Context: an optimization exercise on an open-source flow, tuned for small area. The choices shown serve that exercise and are no tape-out recipe. Function was checked by simulation only, so behaviour that the tests miss may differ from the original. Power and IR drop assume default switching activity.

==> try-garnet <==
==> flow/design.v <==
module crc_link (
    input  wire        clk,
    input  wire        rst,
    input  wire        op_valid,
    input  wire [3:0]  op_code,
    input  wire [7:0]  op_arg,
    input  wire        tick,
    output wire [5:0]  stat,          
    output wire [2:0]  op_status,
    output reg  [15:0] crc,
    output reg  [2:0]  rx_err,
    output reg  [7:0]  rx_len,
    output wire [15:0] rx_crc_calc,
    output wire [15:0] rx_crc_recv,
    output wire        txm_re,
    output wire [7:0]  txm_addr,
    input  wire [7:0]  txm_rdata,
    output wire        rxm_we,
    output wire [8:0]  rxm_addr,
    output wire [7:0]  rxm_wdata,
    output wire        txd,
    input  wire        rxd
);
    function [15:0] crc_step;
        input [15:0] c;
        input [7:0]  d;
        reg   [7:0]  x;
        begin
            x = c[15:8] ^ d;
            x = x ^ {4'h0, x[7:4]};
            crc_step = {c[7:0], 8'h00} ^ {x[3:0], 12'h000} ^ {3'b000, x, 5'b00000}
                     ^ {8'h00, x};
        end
    endfunction
    wire op_crc_init = op_valid && (op_code == 4'h1);
    wire op_crc_byte = op_valid && (op_code == 4'h2);
    wire op_tx_frame = op_valid && (op_code == 4'h4);
    wire op_rx_start = op_valid && (op_code == 4'h5);
    always @(posedge clk) begin
        if (rst || op_crc_init)
            crc <= 16'h0000;
        else if (op_crc_byte)
            crc <= crc_step(crc, op_arg);
    end
    localparam [2:0] T_IDLE = 3'd0, T_S = 3'd1, T_H0 = 3'd2, T_H1 = 3'd3,
                     T_PY = 3'd4, T_CH = 3'd5, T_CL = 3'd6, T_E = 3'd7;
    reg  [2:0]  tp;       
    reg  [7:0]  ta;       
    reg  [7:0]  tlen;
    reg  [15:0] tcrc;     
    reg  [10:0] tsr;
    reg  [2:0]  tbc;      
    wire tx_busy  = |tp;
    wire t_idle   = ~|tsr[10:1];
    wire t_fetch  = tsr[10] & tsr[0];
    wire t_start  = tsr[10] & ~tsr[0];    
    wire t_adv    = tx_busy & t_idle;
    wire t_more   = (ta != tlen);
    wire t_crc    = tp[2] & ~(tp[1] & tp[0]);  
    reg  [2:0]  tp_next;
    always @* begin
        case (tp)
            T_S:     tp_next = T_H0;
            T_H0:    tp_next = T_H1;
            T_H1,
            T_PY:    tp_next = t_more ? T_PY : T_CH;
            T_CH:    tp_next = T_CL;
            T_CL:    tp_next = T_E;
            default: tp_next = T_IDLE;
        endcase
    end
    reg  [7:0]  t_byte;
    always @* begin
        case (tp)
            T_H0:    t_byte = 8'h02;
            T_H1:    t_byte = tlen;
            T_PY:    t_byte = txm_rdata;
            T_CH,
            T_CL:    t_byte = tcrc[15:8];
            default: t_byte = 8'h03;
        endcase
    end
    assign txm_re   = t_adv && (tp == T_H1 || tp == T_PY) && t_more;
    assign txm_addr = ta;
    assign txd      = tsr[0];
    wire t_bit = tsr[tbc + 4'd1];
    wire t_fb  = tcrc[15] ^ t_bit;
    always @(posedge clk) begin
        if (rst) begin
            tp   <= T_IDLE;
            tsr  <= 11'd1;
            tcrc <= 16'h0000;
        end else begin
            if (!tx_busy) begin
                if (op_tx_frame) begin
                    tp   <= T_S;
                    tlen <= op_arg;
                    ta   <= 8'h00;
                end
            end else if (t_adv) begin
                tp <= tp_next;
                if (tp != T_E)
                    tsr[10] <= 1'b1;
            end
            if (t_fetch) begin
                tsr <= {2'b11, t_byte, 1'b0};
                if (tp == T_PY)
                    ta <= ta + 8'd1;
            end else if (!t_idle && tbc == 3'd0) begin
                tsr <= {1'b0, tsr[10:1]};
            end
            if (t_start && t_crc)
                tcrc <= {tcrc[14:0], 1'b0} ^ (t_fb ? 16'h1021 : 16'h0000);
        end
        tbc <= t_fetch ? 3'd7 : tbc - 3'd1;
    end
    reg         rxd_m, rxd_s;
    reg  [10:0] rsr;
    reg  [2:0]  rbc;
    wire r_done  = rsr[0];
    wire r_ready = r_done | ~|rsr[10:1];
    wire urx_push = r_done & rsr[10];
    wire urx_ferr = r_done & ~rsr[10];
    wire [7:0] urx_data = rsr[9:2];
    always @(posedge clk) begin
        if (rst) begin
            rxd_m <= 1'b1;
            rxd_s <= 1'b1;
            rsr   <= 11'd0;
        end else begin
            rxd_m <= rxd;
            rxd_s <= rxd_m;
            if (r_ready)
                rsr <= rxd_s ? 11'd0 : 11'h400;
            else if (rbc == 3'd0)
                rsr <= {rxd_s, rsr[10:1]};
        end
        rbc <= r_ready ? 3'd3 : rbc - 3'd1;
    end
    reg  [63:0] fmem;
    reg  [3:0]  fcnt;
    wire       f_ne    = ~fcnt[3];
    wire       f_full  = (fcnt == 4'd7);
    wire       f_push  = urx_push & ~f_full;
    wire       f_ovr   = urx_push & f_full;
    wire [7:0] f_dout  = fmem[{fcnt[2:0], 3'b000} +: 8];
    wire       f_pop;
    always @(posedge clk) begin
        if (f_push)
            fmem <= {fmem[55:0], urx_data};
        if (rst)
            fcnt <= 4'hF;
        else if (f_push != f_pop)
            fcnt <= f_push ? fcnt + 4'd1 : fcnt - 4'd1;
    end
    reg  ferr_flag, ovr_flag;
    reg  d_rcv, d_done;
    wire rx_go = op_rx_start && !d_rcv;
    always @(posedge clk) begin
        if (rst) begin
            ferr_flag <= 1'b0;
            ovr_flag  <= 1'b0;
        end else begin
            if (urx_ferr)
                ferr_flag <= 1'b1;
            else if (rx_go)
                ferr_flag <= 1'b0;
            if (f_ovr)
                ovr_flag <= 1'b1;
            else if (rx_go)
                ovr_flag <= 1'b0;
        end
    end
    localparam [6:0] TIM_LAST = 7'b1001011;   
    reg  [8:0]  dcnt;
    reg  [6:0]  dtim;     
    reg  [15:0] rcrc;
    reg  [7:0]  p1, p2;   
    wire link_err = ferr_flag | ovr_flag;
    assign f_pop  = d_rcv & ~link_err & f_ne;
    wire d_at1    = (dcnt == 9'd1);
    wire d_end    = (dcnt == {1'b0, rx_len} + 9'd4);
    wire d_badhdr = d_at1 & (p1 != 8'h02);
    wire d_crcen  = (|dcnt[8:2]) & ~d_end;
    wire d_fin    = f_pop & (d_badhdr | d_end);
    wire d_tmo    = tick & (dtim == TIM_LAST) & ~d_fin;
    wire [6:0] dtim_next = {dtim[5:0], ~(dtim[6] ^ dtim[5])};
    wire [2:0] d_verdict = d_badhdr            ? 3'd3 :
                           (f_dout != 8'h03)   ? 3'd5 :
                           (rcrc == {p2, p1})  ? 3'd0 : 3'd4;
    always @(posedge clk) begin
        if (rst) begin
            d_rcv  <= 1'b0;
            d_done <= 1'b0;
            rx_len <= 8'h00;
            rx_err <= 3'd0;
        end else if (!d_rcv) begin
            if (rx_go) begin
                d_rcv  <= 1'b1;
                d_done <= 1'b0;
                rx_len <= 8'h00;
                rx_err <= 3'd0;
            end
        end else if (link_err) begin
            d_rcv  <= 1'b0;
            d_done <= 1'b1;
            rx_err <= 3'd1;
        end else begin
            if (f_pop && d_at1 && !d_badhdr)
                rx_len <= f_dout;
            if (d_fin) begin
                d_rcv  <= 1'b0;
                d_done <= 1'b1;
                rx_err <= d_verdict;
            end else if (d_tmo) begin
                d_rcv  <= 1'b0;
                d_done <= 1'b1;
                rx_err <= 3'd2;
            end
        end
    end
    always @(posedge clk) begin
        if (rx_go) begin
            dcnt <= 9'd0;
            dtim <= 7'd0;
            rcrc <= 16'h0000;
        end else begin
            if (f_pop) begin
                dcnt <= dcnt + 9'd1;
                if (!d_end)
                    {p2, p1} <= {p1, f_dout};
                if (d_crcen)
                    rcrc <= crc_step(rcrc, p2);
            end
            if (d_rcv && !link_err && tick)
                dtim <= dtim_next;
        end
    end
    wire crc_vis = d_done & ~rx_err[1] & ~rx_err[0];    
    assign rx_crc_calc = crc_vis ? rcrc : 16'h0000;
    assign rx_crc_recv = crc_vis ? {p2, p1} : 16'h0000;
    assign rxm_we      = f_pop;
    assign rxm_addr    = dcnt;
    assign rxm_wdata   = f_dout;
    reg ost;
    always @(posedge clk) begin
        if (rst)
            ost <= 1'b0;
        else if (op_tx_frame)
            ost <= tx_busy;
        else if (op_rx_start)
            ost <= d_rcv;
    end
    assign op_status = {2'b00, ost};
    assign stat = {ovr_flag, ferr_flag, f_ne, d_done, d_rcv, tx_busy};
endmodule
==> flow/run.sh <==
#!/bin/bash
# synth_recipe.tcl (not shown) runs the flow's synth.tcl, then flattens the netlist and writes it again
# the make line also repeats each setting of config.mk as NAME=value (left out here)
make -C /OpenROAD-flow-scripts/flow DESIGN_CONFIG=/design/flow/config.mk WORK_HOME=/design/flow/orfs CLKGATE_MAP_FILE= SYNTH_SCRIPT=/design/flow/synth_recipe.tcl finish
==> flow/config.mk <==
export PLATFORM = sky130hd
export DESIGN_NAME = crc_link
export DESIGN_NICKNAME = crc_link
export VERILOG_FILES = /design/flow/design.v
export SDC_FILE = /design/flow/constraint.sdc
export NUM_CORES = 4
export LEC_CHECK = 0
export CAP_MARGIN = 20
export CORE_MARGIN = 2
export CORE_UTILIZATION = 40
export SLEW_MARGIN = 20
==> flow/constraint.sdc <==
create_clock -name core_clock -period 10.0 [get_ports {clk}]
set_input_delay 2.0000 -clock core_clock [delete_from_list [all_inputs] [get_ports {clk}]]
set_output_delay 2.0000 -clock core_clock [all_outputs]
set_load 0.01 [all_outputs]
==> try-yarrow (differences from try-garnet) <==
==> flow/flow/run.sh (new file) <==
#!/bin/bash
set -euo pipefail
cd "$(dirname "$0")/.."
export BUFFER_PORTS_ARGS="-buffer_cell sky130_fd_sc_hd__buf_1"
bash standard.sh > standard.log 2>&1
==> flow/standard.sh (new file) <==
#!/bin/bash
# synth_recipe.tcl (not shown) runs the flow's synth.tcl, then flattens the netlist and writes it again
# the make line also repeats each setting of config.mk as NAME=value (left out here)
make -C /OpenROAD-flow-scripts/flow DESIGN_CONFIG=/design/flow/config.mk WORK_HOME=/design/flow/orfs CLKGATE_MAP_FILE= SYNTH_SCRIPT=/design/flow/synth_recipe.tcl "${@:-finish}"
--- a/flow/config.mk
+++ b/flow/config.mk
@@ -9,3 +9,6 @@
 export CORE_MARGIN = 2
 export CORE_UTILIZATION = 40
+export CTS_BUF_LIST = sky130_fd_sc_hd__clkbuf_8
+export CTS_CLUSTER_DIAMETER = 60
+export CTS_CLUSTER_SIZE = 25
 export SLEW_MARGIN = 20
removed: flow/run.sh
==> qor summary <==
| quantity | try-yarrow | try-garnet |
|---|---|---|
| Combined buffer and inverter count along the critical path | 3 | 1 |
| Run status | no timing/DRC/antenna violations | no timing/DRC/antenna violations |
| Clock-cell share of area | 4.04% | 6.73% |
| Sequential share of cell area | 47.8% | 43.5% |
| HPWL after detailed placement | 14900 um | 15200 um |
| Final critical-path share of the clock period | 44.0% | 47.9% |
| Crit path from | fcnt[1] | ferr_flag |
| Clock input transition at the sequential cells of the worst setup and hold paths | 0.10 ns | 0.06 ns |
| WP depth | 5 | 4 |
| Worst Skew | 0.0263 ns | 0.0220 ns |
| Total leakage power | 3.77 nW | 4.21 nW |
| CTS Buf Count | 19 | 24 |
| Final Total Pwr | 0.00185 W | 0.00221 W |
| Post-layout utilization of the core | 45.2% | 49.7% |

-- static timing again, ports no longer ideal --
No port has a modelled driver above. Below, the same layouts with a new extraction and two added sets of constraints. Step 1 (the two cells are an assumption about what drives the block):
set clk [get_ports {clk}]
set_driving_cell -lib_cell sky130_fd_sc_hd__clkbuf_16 $clk
set_driving_cell -lib_cell sky130_fd_sc_hd__buf_2 [delete_from_list [all_inputs] $clk]
Step 2, shift: input delay + t, output delay - t, t = (earliest + latest rising clock arrival at the registers) / 2. This alone moves slack from input paths to output paths. a / b / c = ideal / step 1 / step 2; a / b = the first two.
run | t, ns | slack for setup (ns) | slew at the worst register clock pin (ns)
try-garnet | 0.551 | 5.208 / 5.160 / 5.608 | 0.06 / 0.06
try-yarrow | 0.566 | 5.596 / 5.553 / 5.948 | 0.12 / 0.12
After both steps setup and hold are still met in every run listed.
